Source: an optimization exercise on an open RTL-to-GDS flow (aim: small area, a short achievable clock period and few clock cycles per item). Production flows keep margins and buffers that such runs may drop. The RTL was checked by simulation tests, not by an equivalence proof against the original design. Power and IR drop assume default switching activity.

Setup of birch:
Design lz_compress, start of the top module:
module lz_compress (
    input  wire        clk,
    input  wire        rst,
    input  wire        start,
    input  wire [12:0] src_len,
    input  wire [12:0] dst_cap,
    output wire        busy,
    output reg         done,
    output wire [7:0]  err_code,
    output wire [12:0] result_len,
    output wire [11:0] src_addr,
    input  wire [7:0]  src_rdata,
    output reg         dst_we,
    output reg  [12:0] dst_addr,
    output reg  [7:0]  dst_wdata,
    output reg  [11:0] head_addr,
    output reg         head_we,
    output reg  [12:0] head_wdata,
    input  wire [12:0] head_rdata,
    output reg  [10:0] chain_addr,
    output reg         chain_we,
    output wire [10:0] chain_wdata,
    input  wire [10:0] chain_rdata
);
For scale: about 170 I/O pins, about 20000 um^2 of cells after synthesis.
Settings: LEC_CHECK=0, CAP_MARGIN=20, CORE_MARGIN=2, CORE_UTILIZATION=40, SLEW_MARGIN=20; clock period 10.0 ns.
run.sh (not shown) runs the stock make flow with config.mk's settings and CLKGATE_MAP_FILE= SYNTH_SCRIPT=/design/flow/synth_recipe.tcl, a recipe that flattens the netlist after the stock synthesis.
birch did not stop at any stage, and its layout met the timing, design-rule and antenna checks.
Testbench counts of birch, summed over its fixed seeds: cycles 340,128, bytes 47,585.
Setup changes, birch to oak
- SETUP_SLACK_MARGIN now 4.5, previously not set
- On final clock skew, birch and oak are basically level.
- Register-to-register slack (higher): oak
- There was hardly any difference in die area between birch and oak.
- Of birch and oak, the lower shortest clock period the worst path allows after layout belongs to oak.
- Relative to birch, the switching power as a share of total power of oak is higher by 0.73 points.
- Between birch and oak, critical path depth in cells is lower for birch, oak comes in above that.
- Fill cell instance count of the final layout: oak < birch
- Re final HPWL from detailed placement: birch and oak aren't equal, and the lower value belongs to birch.

========
Another version of the RTL of lz_compress (not shown whole).
Size in the first run: ~2,000 cells after synthesis, ~19,000 µm² of cells after synthesis.
clock: 10.0 ns
lec_check: 0
cap_margin: 20
core_margin: 2
core_utilization: 50
cts_buf_list: sky130_fd_sc_hd__clkbuf_8
cts_cluster_diameter: 60
cts_cluster_size: 20
slew_margin: 20
standard.sh (not shown) runs the stock make flow with config.mk's settings and CLKGATE_MAP_FILE= SYNTH_SCRIPT=/design/flow/synth_recipe.tcl, a recipe that flattens the netlist after the stock synthesis.
==> flow/flow/run.sh <==
#!/bin/bash
# Standard layout (the standard.sh, standard synthesis), with plain
# buffers (buf_1) on the ports instead of the delay buffers buffer_ports picks
# by default, and timing repair aiming 5.5 ns below the 10 ns clock.
set -euo pipefail
export BUFFER_PORTS_ARGS="-buffer_cell sky130_fd_sc_hd__buf_1"
export SETUP_SLACK_MARGIN=5.5
bash standard.sh > standard.log 2>&1
The starting point completed with no timing, DRC or antenna violations.
Testbench counts at the start, summed over its fixed seeds: cycles 333,986, bytes 47,585.
Change:
--- a/flow/flow/run.sh
+++ b/flow/flow/run.sh
@@ -4 +4 @@
-# by default, and timing repair aiming 5.5 ns below the 10 ns clock.
+# by default, and timing repair aiming 5.75 ns below the 10 ns clock.
@@ -7 +7 @@
-export SETUP_SLACK_MARGIN=5.5
+export SETUP_SLACK_MARGIN=5.75
CORE_UTILIZATION = 55   (was 50)
Effect: Synthesized area stays the same; die area goes down by 8.9%; design area goes up by 3.6%; worst setup slack gets better by 0.078 ns; maximum frequency goes up by 1.8%.

========
lz_compress, a different RTL version from the one above (not shown whole).
For scale: about 2,200 cells after synthesis, ~170 I/O pins.
Design lz_compress, start of the top module:
module lz_compress (
    input  wire        clk,
    input  wire        rst,
    input  wire        start,
    input  wire [12:0] src_len,
    input  wire [12:0] dst_cap,
    output wire        busy,
    output reg         done,
    output wire [7:0]  err_code,
    output wire [12:0] result_len,
    output wire [11:0] src_addr,
    input  wire [7:0]  src_rdata,
    output reg         dst_we,
    output reg  [12:0] dst_addr,
    output reg  [7:0]  dst_wdata,
    output reg  [11:0] head_addr,
    output reg         head_we,
    output reg  [12:0] head_wdata,
    input  wire [12:0] head_rdata,
    output reg  [10:0] chain_addr,
    output reg         chain_we,
    output wire [10:0] chain_wdata,
    input  wire [10:0] chain_rdata
);
clock: 10.0 ns
lec_check: 0
cap_margin: 20
core_margin: 2
core_utilization: 50
cts_buf_list: sky130_fd_sc_hd__clkbuf_8
slew_margin: 20
==> flow/flow/run.sh <==
#!/bin/bash
# Standard layout (the standard.sh, standard synthesis), with two changes:
# plain buffers (buf_2) on the ports instead of the delay buffers buffer_ports
# picks by default, and timing repair aiming 6 ns below the 10 ns clock.
set -euo pipefail
export BUFFER_PORTS_ARGS="-buffer_cell sky130_fd_sc_hd__buf_2"
export SETUP_SLACK_MARGIN=6.0
bash standard.sh > standard.log 2>&1
Testbench counts at the start, summed over its fixed seeds: cycles 333,986, bytes 47,585.
Edit:
--- a/flow/flow/run.sh
+++ b/flow/flow/run.sh
@@ -3 +3 @@
-# plain buffers (buf_2) on the ports instead of the delay buffers buffer_ports
+# plain buffers (buf_1) on the ports instead of the delay buffers buffer_ports
@@ -6 +6 @@
-export BUFFER_PORTS_ARGS="-buffer_cell sky130_fd_sc_hd__buf_2"
+export BUFFER_PORTS_ARGS="-buffer_cell sky130_fd_sc_hd__buf_1"
--- a/flow/config.mk
+++ b/flow/config.mk
@@ -11 +11 @@
-export CTS_BUF_LIST = sky130_fd_sc_hd__clkbuf_8
+export CTS_BUF_LIST = sky130_fd_sc_hd__clkbuf_4 sky130_fd_sc_hd__clkbuf_8
What happened: Synthesized cell count is unchanged; maximum frequency goes down by 1.1%; final area goes up by 1.3%; combinational power goes down by about 3%; first-iteration DRC count goes up by 4.9%; synthesized area stays the same; hold slack hardly moves; wire length goes up by 1.2%; non-clock buffer count goes up by 41.

========
RTL: one of the versions met above, not the one the previous note started from.
==> flow/config.mk <==
export PLATFORM = sky130hd
export DESIGN_NAME = lz_compress
export DESIGN_NICKNAME = lz_compress
export VERILOG_FILES = /design/flow/design.v
export SDC_FILE = /design/flow/constraint.sdc
export NUM_CORES = 4
export LEC_CHECK = 0
export CAP_MARGIN = 20
export CORE_MARGIN = 2
export CORE_UTILIZATION = 50
export CTS_BUF_LIST = sky130_fd_sc_hd__clkbuf_8
export CTS_CLUSTER_DIAMETER = 40
export CTS_CLUSTER_SIZE = 12
export SLEW_MARGIN = 20
==> flow/constraint.sdc <==
create_clock -name core_clock -period 10.0 [get_ports {clk}]
set_input_delay 2.0000 -clock core_clock [delete_from_list [all_inputs] [get_ports {clk}]]
set_output_delay 2.0000 -clock core_clock [all_outputs]
set_load 0.01 [all_outputs]
==> flow/flow/run.sh <==
#!/bin/bash
# Standard layout (the standard.sh, standard synthesis), with plain
# buffers (buf_1) on the ports instead of the delay buffers buffer_ports picks
# by default, and timing repair aiming 5.5 ns below the 10 ns clock.
set -euo pipefail
export BUFFER_PORTS_ARGS="-buffer_cell sky130_fd_sc_hd__buf_1"
export SETUP_SLACK_MARGIN=5.5
bash standard.sh > standard.log 2>&1
Testbench counts at the start, summed over its fixed seeds: cycles 333,986, bytes 47,585.
Rerun with:
==> flow/flow/run.sh (replaced) <==
#!/bin/bash
# Standard layout (the standard.sh, standard synthesis), with plain
# buffers (buf_1) on the ports instead of the delay buffers buffer_ports picks
# by default, and timing repair aiming 5 ns below the 10 ns clock.
set -euo pipefail
export BUFFER_PORTS_ARGS="-buffer_cell sky130_fd_sc_hd__buf_1"
export SETUP_SLACK_MARGIN=5.0
bash standard.sh > standard.log 2>&1
CTS_BUF_LIST = sky130_fd_sc_hd__clkbuf_4 sky130_fd_sc_hd__clkbuf_8   (was sky130_fd_sc_hd__clkbuf_8)
CTS_CLUSTER_DIAMETER = unset   (was 40)
CTS_CLUSTER_SIZE = unset   (was 12)
After rerunning: Worst setup slack got worse by 0.32 ns. Die area stays the same. Cell count decreases by 1.6%. Critical path depth stays the same.
Rerun with:
==> flow/flow/run.sh (replaced) <==
#!/bin/bash
# Standard layout (the standard.sh, standard synthesis), with plain
# buffers (buf_1) on the ports instead of the delay buffers buffer_ports picks
# by default, and timing repair aiming 5.5 ns below the 10 ns clock.
set -euo pipefail
export BUFFER_PORTS_ARGS="-buffer_cell sky130_fd_sc_hd__buf_1"
export SETUP_SLACK_MARGIN=5.5
bash standard.sh > standard.log 2>&1
After rerunning: Setup slack is better by 0.32 ns; clock-buffer cell count came out lower by 11; power came out higher by a few percent; final area came out higher by a few percent; clock power came out higher by a few percent; clock skew came out higher by 0.015 ns; core utilization came out higher by 2.3 points; maximum frequency came out higher by a little under a tenth.

========
lz_compress, a different RTL version from the one above (not shown whole).
For scale: about 260 flip-flops, roughly 170 I/O pins, about 0.019 mm^2 of cells after synthesis.
Design lz_compress, start of the top module:
module lz_compress (
    input  wire        clk,
    input  wire        rst,
    input  wire        start,
    input  wire [12:0] src_len,
    input  wire [12:0] dst_cap,
    output wire        busy,
    output reg         done,
    output wire [7:0]  err_code,
    output wire [12:0] result_len,
    output wire [11:0] src_addr,
    input  wire [7:0]  src_rdata,
    output reg         dst_we,
    output reg  [12:0] dst_addr,
    output reg  [7:0]  dst_wdata,
    output reg  [11:0] head_addr,
    output reg         head_we,
    output reg  [12:0] head_wdata,
    input  wire [12:0] head_rdata,
    output reg  [10:0] chain_addr,
    output reg         chain_we,
    output wire [10:0] chain_wdata,
    input  wire [10:0] chain_rdata
);
    localparam [3:0]
        S_IDLE = 4'd0,
        S_CHK  = 4'd1,
        S_CLR  = 4'd2,
        S_HA   = 4'd3,    
        S_HB   = 4'd4,    
        S_SRCH = 4'd5,    
        S_DEC  = 4'd6,    
        S_T0   = 4'd7,    
        S_T1   = 4'd8,
        S_FIN  = 4'd9;
    reg [3:0]  state;
    reg [1:0]  err;
    reg [12:0] rem;          
    reg [12:0] q;            
    reg [12:0] co;           
    reg [3:0]  cnt;          
    reg [7:0]  w [0:9];      
    reg [11:0] sa;           
    reg [10:0] lk;
    reg        lkp;
    reg [3:0]  run_len;
    reg [12:0] hdr;
    reg        hpend;        
    reg        b1pend;
    reg [11:0] p;
    reg [10:0] room;         
    reg [10:0] delta;
    reg        cyc0, cyc1;
    reg [3:0]  bl;
    reg [10:0] bd;
    reg        iv;
    reg [3:0]  ik;
    reg        fv;
    reg [3:0]  fk;
    assign busy        = (state != S_IDLE);
    assign err_code    = {6'd0, err};
    assign result_len  = co;
    assign src_addr    = sa;
    assign chain_wdata = lk;
    function eligible;
        input [7:0] b;
        begin
            eligible = (b == 8'h00) || (b >= 8'h09 && b <= 8'h7F);
        end
    endfunction
    wire [8:0] ha = {1'b0, w[1]};
    wire [8:0] hb = {1'b0, w[2]};
  ...
Settings: LEC_CHECK=0, CAP_MARGIN=20, CORE_MARGIN=2, CORE_UTILIZATION=50, CTS_BUF_LIST=sky130_fd_sc_hd__clkbuf_4 sky130_fd_sc_hd__clkbuf_8, SLEW_MARGIN=20; clock period 10.0 ns.
==> flow/flow/run.sh <==
#!/bin/bash
# Standard layout (the standard.sh, standard synthesis), with plain
# buffers (buf_1) on the ports instead of the delay buffers buffer_ports picks
# by default, and timing repair aiming 5 ns below the 10 ns clock.
set -euo pipefail
export BUFFER_PORTS_ARGS="-buffer_cell sky130_fd_sc_hd__buf_1"
export SETUP_SLACK_MARGIN=5.0
bash standard.sh > standard.log 2>&1
The baseline passed the timing, design-rule and antenna checks.
Testbench counts at the start, summed over its fixed seeds: cycles 333,986, bytes 47,585.
Rerun with:
==> flow/flow/run.sh (replaced) <==
#!/bin/bash
# Standard layout, with plain buffers (buf_2) on the ports instead of the
# delay buffers buffer_ports picks by default.
set -euo pipefail
export BUFFER_PORTS_ARGS="-buffer_cell sky130_fd_sc_hd__buf_2"
bash standard.sh > standard.log 2>&1
- CORE_UTILIZATION: 50 -> 65
- CTS_BUF_LIST: sky130_fd_sc_hd__clkbuf_4 sky130_fd_sc_hd__clkbuf_8 -> sky130_fd_sc_hd__clkbuf_8
- SETUP_SLACK_MARGIN: not set -> 5.0
The new run went through all stages and came out clean.
Worst hold slack gets better by 0.0060 ns.
Total power climbs by 2.4%.
Synthesized area stays the same.
Clock-buffer cell count is lower by 9.
Synthesized cell count stays the same.

==> what the ideal ports hide <==
The flow's constraints put no driver on any port. The routed layouts listed below were extracted and timed again, unchanged, in two steps.
Step 1 sets driving cells, clkbuf_16 on the clock port and buf_2 on the other inputs (assumed; they add their load-dependent delay and slew).
Step 2 also shifts input and output timing later by t, the mid clock arrival at the registers, as if the neighbouring blocks saw the same clock.
Slacks: ideal / step 1 / step 2; pairs: ideal / step 1.
run	shift t [ns]	setup slack, ns	hold slack, ns	worst setup path at the end
birch	0.609	2.569 / 2.506 / 3.115	0.450 / 0.450 / 0.450	register to output
oak	0.599	4.291 / 4.231 / 4.013	0.448 / 0.448 / 0.448	input to register
the first run of note 2	0.661	5.474 / 5.482 / 4.821	0.455 / 0.455 / 0.455	input to register
the second run of note 2	0.706	5.552 / 5.552 / 4.922	0.414 / 0.414 / 0.414	input to register
the first run of note 3	0.703	5.141 / 5.141 / 4.686	0.446 / 0.446 / 0.446	input to register
the second run of note 3	0.698	5.089 / 5.089 / 4.703	0.444 / 0.444 / 0.444	input to register
the first run of note 4	0.673	5.499 / 5.507 / 4.833	0.449 / 0.449 / 0.449	input to register
the second run of note 4	0.678	5.179 / 5.147 / 4.533	0.440 / 0.440 / 0.440	input to register
the third run of note 4	0.681	5.503 / 5.515 / 4.834	0.446 / 0.446 / 0.446	input to register
the first run of note 5	0.710	5.225 / 5.225 / 4.549	0.447 / 0.447 / 0.447	input to register
the second run of note 5	0.637	5.097 / 5.046 / 4.507	0.453 / 0.453 / 0.453	input to register
After both steps setup and hold are still met in every run listed. For the first run of note 5, which loses most, drivers alone change the setup slack by 0.000 ns; drivers and shift together by -0.676 ns.
